Context: an optimization exercise on an open-source flow, tuned for small area. The choices shown serve that exercise and are no tape-out recipe. The RTL was checked by simulation tests, not by an equivalence proof against the original design.

==> flow/design.v <==
module sensor_sampler #(
    parameter integer SA = 16,    
    parameter integer SG = 131    
) (
    input  wire        clk,
    input  wire        rst,
    input  wire        cmd_valid,
    input  wire [7:0]  cmd_data,
    output wire        cmd_ready,
    output reg         resp_valid,
    output reg         resp_kind,       
    output wire [15:0] resp_value,
    input  wire        resp_ready,
    output reg         bus_dir,         
    output wire        tx_valid,
    output wire [7:0]  tx_data,
    input  wire        tx_ready,        
    input  wire        rx_valid,
    input  wire [7:0]  rx_data,
    output wire        rx_ready,
    output wire        txt_valid,
    output wire [7:0]  txt_data,
    input  wire        txt_ready
);
    localparam [3:0] IDLE  = 4'd0,
                     REQ   = 4'd1,    
                     TXW   = 4'd2,    
                     RXB   = 4'd3,    
                     ALNC  = 4'd4,    
                     CPY   = 4'd5,    
                     DLM   = 4'd6,    
                     ALNL  = 4'd7,    
                     LD    = 4'd8,    
                     NEG   = 4'd9,    
                     SUB   = 4'd10,   
                     ADD   = 4'd11,   
                     TXT   = 4'd12,   
                     DEMIT = 4'd14,   
                     ALNZ  = 4'd15,   
                     CLR   = 4'd13;   
    reg  [3:0]  st;
    reg  [62:0] R;         
    reg  [2:0]  rs;        
    reg  [3:0]  rb;        
    reg  [11:0] S;
    reg  [3:0]  sp;        
    reg  [7:0]  r;         
    reg         cy;        
    reg         neg;       
    reg         valid;     
    reg         started;   
    reg  [2:0]  ch;
    reg  [3:0]  k;         
    wire       gy = (ch > 3'd2);
    wire rgy     = rs[2] | (rs[1] & rs[0]);
    wire seg_end = rgy ? (rb == 4'd8) : (rb == 4'd11);
    wire here    = (rs == ch);
    wire [2:0] rs_inc = (rs == 3'd5) ? 3'd0 : rs + 3'd1;
    wire aligned = seg_end && (rs_inc == ch) && (sp == 4'd0);
    wire r0v = R[0] & valid;
    wire sp_last = (sp == 4'd11);
    wire [3:0] bi = k;
    wire [3:0] target = (bi[3] & bi[2]) ? {2'b00, bi[1:0]} : bi;
    wire       step = rx_valid && (sp == target);
    wire       b = rx_data[bi[2:0]];
    wire [8:0] t9 = {r, b};
    wire       ge = (t9 >= 9'd131);
    wire [8:0] tsub = t9 - 9'd131;
    wire       qd = gy ? ge : r[3];
    wire [7:0] rdiv = (bi == 4'd15) ? (b ? (gy ? 8'd130 : 8'hFF) : 8'd0) :
                      ((gy & ge) ? tsub[7:0] : t9[7:0]);
    wire       fcorr = neg & ((|r[3:0]) | (gy & (|r[7:4])));
    wire [1:0] p = r[5:4];
    reg kbit;
    always @(*) begin
        case (p)
            2'd1:    kbit = (sp == 4'd1) || (sp == 4'd3);
            2'd2:    kbit = (sp == 4'd2) || (sp == 4'd5) || (sp == 4'd6);
            default: kbit = (sp == 4'd3) || (sp == 4'd5) || (sp == 4'd6) ||
                            (sp == 4'd7) || (sp == 4'd8) || (sp == 4'd9);
        endcase
    end
    wire bp   = kbit ^ (st == SUB);
    wire sum  = S[0] ^ bp ^ cy;
    wire cout = (S[0] & bp) | (S[0] & cy) | (bp & cy);
    wire [2:0] j = r[6:4];
    reg  [6:0] chr;
    reg        last;            
    always @(*) begin
        chr  = 7'h0A;
        last = 1'b1;
        case (k)
            4'd0:  chr = 7'h09;
            4'd1, 4'd4: chr = 7'h22;
            4'd2: begin
                case (j)
                    3'd0:    chr = gy ? "G" : "A";
                    3'd1:    chr = gy ? "y" : "c";
                    3'd2:    chr = gy ? "r" : "c";
                    3'd3:    chr = gy ? "o" : " ";
                    default: chr = " ";
                endcase
                last = gy ? (j == 3'd4) : (j == 3'd3);
            end
            4'd3: begin
                case ({ch, j})
                    6'o00:   chr = "X";
                    6'o10:   chr = "Y";
                    6'o20:   chr = "Z";
                    6'o30:   chr = "R";
                    6'o31:   chr = "o";
                    6'o32, 6'o33: chr = "l";
                    6'o40:   chr = "P";
                    6'o41:   chr = "i";
                    6'o42:   chr = "t";
                    6'o43:   chr = "c";
                    6'o44:   chr = "h";
                    6'o50:   chr = "Y";
                    6'o51:   chr = "a";
                    6'o52:   chr = "w";
                    default: chr = 7'bx;
                endcase
                case (ch)
                    3'd3:    last = (j == 3'd3);
                    3'd4:    last = (j == 3'd4);
                    3'd5:    last = (j == 3'd2);
                    default: last = 1'b1;
                endcase
            end
            4'd5:  chr = ":";
            4'd6:  chr = " ";
            4'd7:  chr = "-";
            4'd8:  chr = ",";
            4'd10: chr = "}";
            4'd14: chr = "{";
            default: chr = 7'h0A;        
        endcase
    end
    wire is_val = (k == 4'd7);
    wire is_key = (k[3:1] == 3'b001);
    wire is_nl  = k[0] & k[3] & (k[1] | ~k[2]);
    wire [3:0] dnib = (p == 2'd0) ? S[3:0] : r[3:0];
    wire       show = (|r[3:0]) | started | (p == 2'd0);
    reg s_en, sin;
    always @(*) begin
        s_en = 1'b1;
        sin  = S[0];
        case (st)
            RXB:   sin = step ? qd : S[0];
            ALNC, ALNL, ALNZ: s_en = (sp != 4'd0);
            LD:    sin = here ? r0v : S[11];
            NEG:   sin = S[0] ^ (neg & cy);
            SUB, ADD: sin = sum;
            CLR:   sin = neg & (sp == 4'd2);
            CPY:   sin = S[0];
            default: s_en = 1'b0;
        endcase
    end
    assign cmd_ready  = (st == IDLE) && !resp_valid;
    assign tx_valid   = (st == REQ);
    assign tx_data    = 8'h3C;
    assign rx_ready   = ((st == RXB) && step && (bi[2:0] == 3'd0)) || (st == DLM);
    assign txt_valid  = ((st == TXT) && (!is_val || neg)) || ((st == DEMIT) && show);
    assign txt_data   = (st == DEMIT) ? {4'h3, dnib} : {1'b0, chr};
    assign resp_value = {{4{S[11]}}, S};
    always @(posedge clk) begin
        R <= {(st == CPY) ? (S[0] ^ cy) : R[0], R[62:1]};
        if (s_en)
            S <= {sin, S[11:1]};
    end
    always @(posedge clk) begin
        if (rst) begin
            st         <= IDLE;
            rs         <= 3'd0;
            rb         <= 4'd0;
            sp         <= 4'd0;
            valid      <= 1'b0;
            bus_dir    <= 1'b0;
            resp_valid <= 1'b0;
        end else begin
            rb <= seg_end ? 4'd0 : rb + 4'd1;
            if (seg_end)
                rs <= rs_inc;
            if (s_en)
                sp <= sp_last ? 4'd0 : sp + 4'd1;
            if (resp_valid && resp_ready)
                resp_valid <= 1'b0;
            case (st)
                IDLE: begin
                    if (cmd_valid && !resp_valid) begin
                        started   <= cmd_data[1];    
                        resp_kind <= 1'b0;
                        ch        <= cmd_data[2:0];
                        if (cmd_data == 8'h01 || cmd_data == 8'h02) begin
                            bus_dir <= 1'b1;
                            st      <= REQ;
                        end else if (cmd_data[7:3] == 5'b00010 && cmd_data[2:0] <= 3'd5) begin
                            resp_kind <= 1'b1;
                            st        <= ALNL;
                        end else begin
                            neg <= 1'b1;
                            st  <= ALNZ;
                        end
                    end
                end
                REQ: begin
                    if (tx_ready)
                        st <= TXW;
                end
                TXW: begin
                    if (tx_ready) begin
                        bus_dir  <= 1'b0;
                        ch       <= 3'd0;
                        k        <= 4'hF;
                        st       <= RXB;
                    end
                end
                RXB: begin
                    if (step) begin
                        r       <= rdiv;
                        k       <= bi - 4'd1;
                        if (bi == 4'd15)
                            neg <= b;
                        if (bi == 4'd0)
                            st <= ALNC;
                    end
                end
                ALNC: begin
                    if (aligned) begin
                        cy <= fcorr;
                        st <= CPY;
                    end
                end
                CPY: begin
                    cy <= S[0] & cy;
                    if (seg_end) begin
                        ch <= ch + 3'd1;
                        st <= (ch == 3'd5) ? DLM : RXB;
                    end
                end
                DLM: begin
                    if (rx_valid) begin
                        valid <= 1'b1;
                        if (started) begin
                            k       <= 4'd14;
                            ch      <= 3'd7;
                            started <= 1'b0;
                            st      <= TXT;
                        end else begin
                            neg <= 1'b0;
                            st  <= ALNZ;
                        end
                    end
                end
                ALNL: begin
                    if (aligned)
                        st <= LD;
                end
                LD: begin
                    if (sp_last) begin
                        if (resp_kind) begin
                            resp_valid <= 1'b1;
                            st         <= IDLE;
                        end else begin
                            neg <= sin;
                            cy  <= 1'b0;
                            st  <= NEG;
                        end
                    end
                end
                NEG: begin
                    cy <= cy | S[0];
                    if (sp_last) begin
                        r      <= 8'h30;     
                        cy     <= 1'b1;
                        st     <= SUB;
                    end
                end
                SUB: begin
                    cy <= cout;
                    if (sp_last) begin
                        if (cout) begin
                            r[3:0] <= r[3:0] + 4'd1;
                            cy     <= 1'b1;
                        end else begin
                            cy <= 1'b0;
                            st <= ADD;
                        end
                    end
                end
                ADD: begin
                    cy <= cout;
                    if (sp_last) begin
                        if (p == 2'd3) begin
                            r[6:4] <= 3'd0;     
                            st     <= TXT;
                        end else begin
                            st <= DEMIT;
                        end
                    end
                end
                TXT: begin
                    if (is_val) begin
                        r[5:4] <= 2'd3;
                        if (!neg || txt_ready)
                            st <= DEMIT;
                    end else if (txt_ready) begin
                        k <= k + 4'd1;
                        if (is_key) begin
                            r[6:4] <= j + 3'd1;
                            if (last)
                                r[6:4] <= 3'd0;
                            else
                                k <= k;
                        end
                        if (is_nl) begin
                            if (k == 4'd11) begin
                                neg <= 1'b0;
                                st  <= ALNZ;
                            end else begin
                                ch <= ch + 3'd1;
                                k  <= (ch == 3'd5) ? 4'd10 : 4'd0;
                                if (ch != 3'd5)
                                    st <= ALNL;
                            end
                        end
                    end
                end
                DEMIT: begin
                    if (!show || txt_ready) begin
                        if (show)
                            started <= 1'b1;
                        if (p == 2'd0) begin
                            k       <= (ch == 3'd5) ? 4'd9 : 4'd8;
                            started <= 1'b0;
                            st      <= TXT;
                        end else begin
                            r[5:4] <= p - 2'd1;
                            if (p != 2'd1) begin
                                r[3:0] <= 4'd0;
                                cy     <= 1'b1;
                                st     <= SUB;
                            end
                        end
                    end
                end
                ALNZ: begin
                    if (sp == 4'd0)
                        st <= CLR;
                end
                CLR: begin
                    if (sp_last) begin
                        resp_valid <= 1'b1;
                        st         <= IDLE;
                    end
                end
                default: st <= IDLE;
            endcase
        end
    end
endmodule
clock: 40.0 ns
lec_check: 0
abc_area: 1
cap_margin: 20
core_margin: 2
core_utilization: 40
cts_buf_list: sky130_fd_sc_hd__clkbuf_8
slew_margin: 20
standard.sh (not shown) runs the stock make flow with config.mk's settings and CLKGATE_MAP_FILE= SYNTH_SCRIPT=/design/flow/synth_recipe.tcl, a recipe that flattens the netlist after the stock synthesis.
==> flow/flow/run.sh <==
#!/bin/bash
# The standard ORFS layout (standard.sh) with changes that only affect how
# cells are chosen:
#  * ABC maps the logic with an area-oriented script (flow/abc_area.script)
#    instead of ORFS's default area script;
#  * no half/full-adder extraction, so ABC optimises adders with the rest;
#  * ports, and outputs that share a net, are buffered with
#    sky130_fd_sc_hd__buf_1 cells.
# Each tool's full output stays in ORFS's logs (orfs/logs); make's own
# output goes to standard.log.
set -euo pipefail
here=$(pwd)
rm -rf "$here/scripts_area"
cp -r "$FLOW_HOME/scripts" "$here/scripts_area"
cp "$here/flow/abc_area.script" "$here/scripts_area/abc_area.script"
export SCRIPTS_DIR="$here/scripts_area"
export ADDER_MAP_FILE=
export BUFFER_PORTS_ARGS="-buffer_cell sky130_fd_sc_hd__buf_1"
sed 's/"\${@:-finish}"/"MIN_BUF_CELL_AND_PORTS=sky130_fd_sc_hd__buf_1 A X" "${@:-finish}"/' standard.sh > "$here/standard_area.sh"
grep -q "MIN_BUF_CELL_AND_PORTS=sky130_fd_sc_hd__buf_1" "$here/standard_area.sh"
export CTS_ARGS="-sink_clustering_enable -repair_clock_nets -dont_use_dummy_load -buf_list sky130_fd_sc_hd__clkbuf_8"
bash "$here/standard_area.sh" > "$here/standard.log" 2>&1
==> flow/flow/abc_area.script <==
strash
dc2
dc2
&get -n
&dch -f
&nf -R 1000
&put
topo
The starting point completed without violations.
Edit:
--- a/flow/design.v
+++ b/flow/design.v
@@ -12,5 +12,5 @@
     output wire [15:0] resp_value,
     input  wire        resp_ready,
-    output reg         bus_dir,         
+    output wire        bus_dir,         
     output wire        tx_valid,
     output wire [7:0]  tx_data,
@@ -159,4 +159,5 @@
     assign cmd_ready  = (st == IDLE) && !resp_valid;
     assign tx_valid   = (st == REQ);
+    assign bus_dir    = (st == REQ) || (st == TXW);
     assign tx_data    = 8'h3C;
     assign rx_ready   = ((st == RXB) && step && (bi[2:0] == 3'd0)) || (st == DLM);
@@ -176,5 +177,4 @@
             sp         <= 4'd0;
             valid      <= 1'b0;
-            bus_dir    <= 1'b0;
             resp_valid <= 1'b0;
         end else begin
@@ -193,5 +193,4 @@
                         ch        <= cmd_data[2:0];
                         if (cmd_data == 8'h01 || cmd_data == 8'h02) begin
-                            bus_dir <= 1'b1;
                             st      <= REQ;
                         end else if (cmd_data[7:3] == 5'b00010 && cmd_data[2:0] <= 3'd5) begin
@@ -210,5 +209,4 @@
                 TXW: begin
                     if (tx_ready) begin
-                        bus_dir  <= 1'b0;
                         ch       <= 3'd0;
                         k        <= 4'hF;
Result: The changed run ran to the end with no violations. Cell count goes down by 0.73%. Core utilization grows by 0.15 points. Maximum frequency drops by about 1.5%. Setup slack got worse by 0.26 ns. Design area grows by 0.33%. Area after synthesis drops by about 0.4%. Sequential cell count fell by 1. Routed wire length went up by about 1.3%. First-iteration DRC count drops by 21%. Critical path depth rises by 1. Global-route usage increases by 0.38 points. Register-to-register slack is better by 0.80 ns.

-- what the ideal ports hide --
Ports are ideal in the flow. The routed layouts listed here were re-timed in OpenROAD.
Step 1 assumes that a clkbuf_16 drives the clock port and a buf_2 every other input.
Step 2 also shifts input and output timing later by t, the mid clock arrival at the registers, as if the neighbouring blocks saw the same clock.
a / b / c = no drivers / after step 1 / after step 2; a / b = the first two.
| run | t, ns | setup WS [ns] | hold WS [ns] | worst data-port slew with drivers (ns) | pins driven straight from the clock port |
|---|---|---|---|---|---|
| the first run | 0.400 | 22.771 / 22.746 / 22.746 | 0.305 / 0.305 / 0.305 | 0.03 | 1 |
| the second run | 0.401 | 22.509 / 22.476 / 22.476 | 0.300 / 0.300 / 0.300 | 0.04 | 1 |
After both steps every run listed still meets setup and hold. For the second run, which loses most, drivers alone change the setup slack by -0.033 ns; drivers and shift together by -0.033 ns.
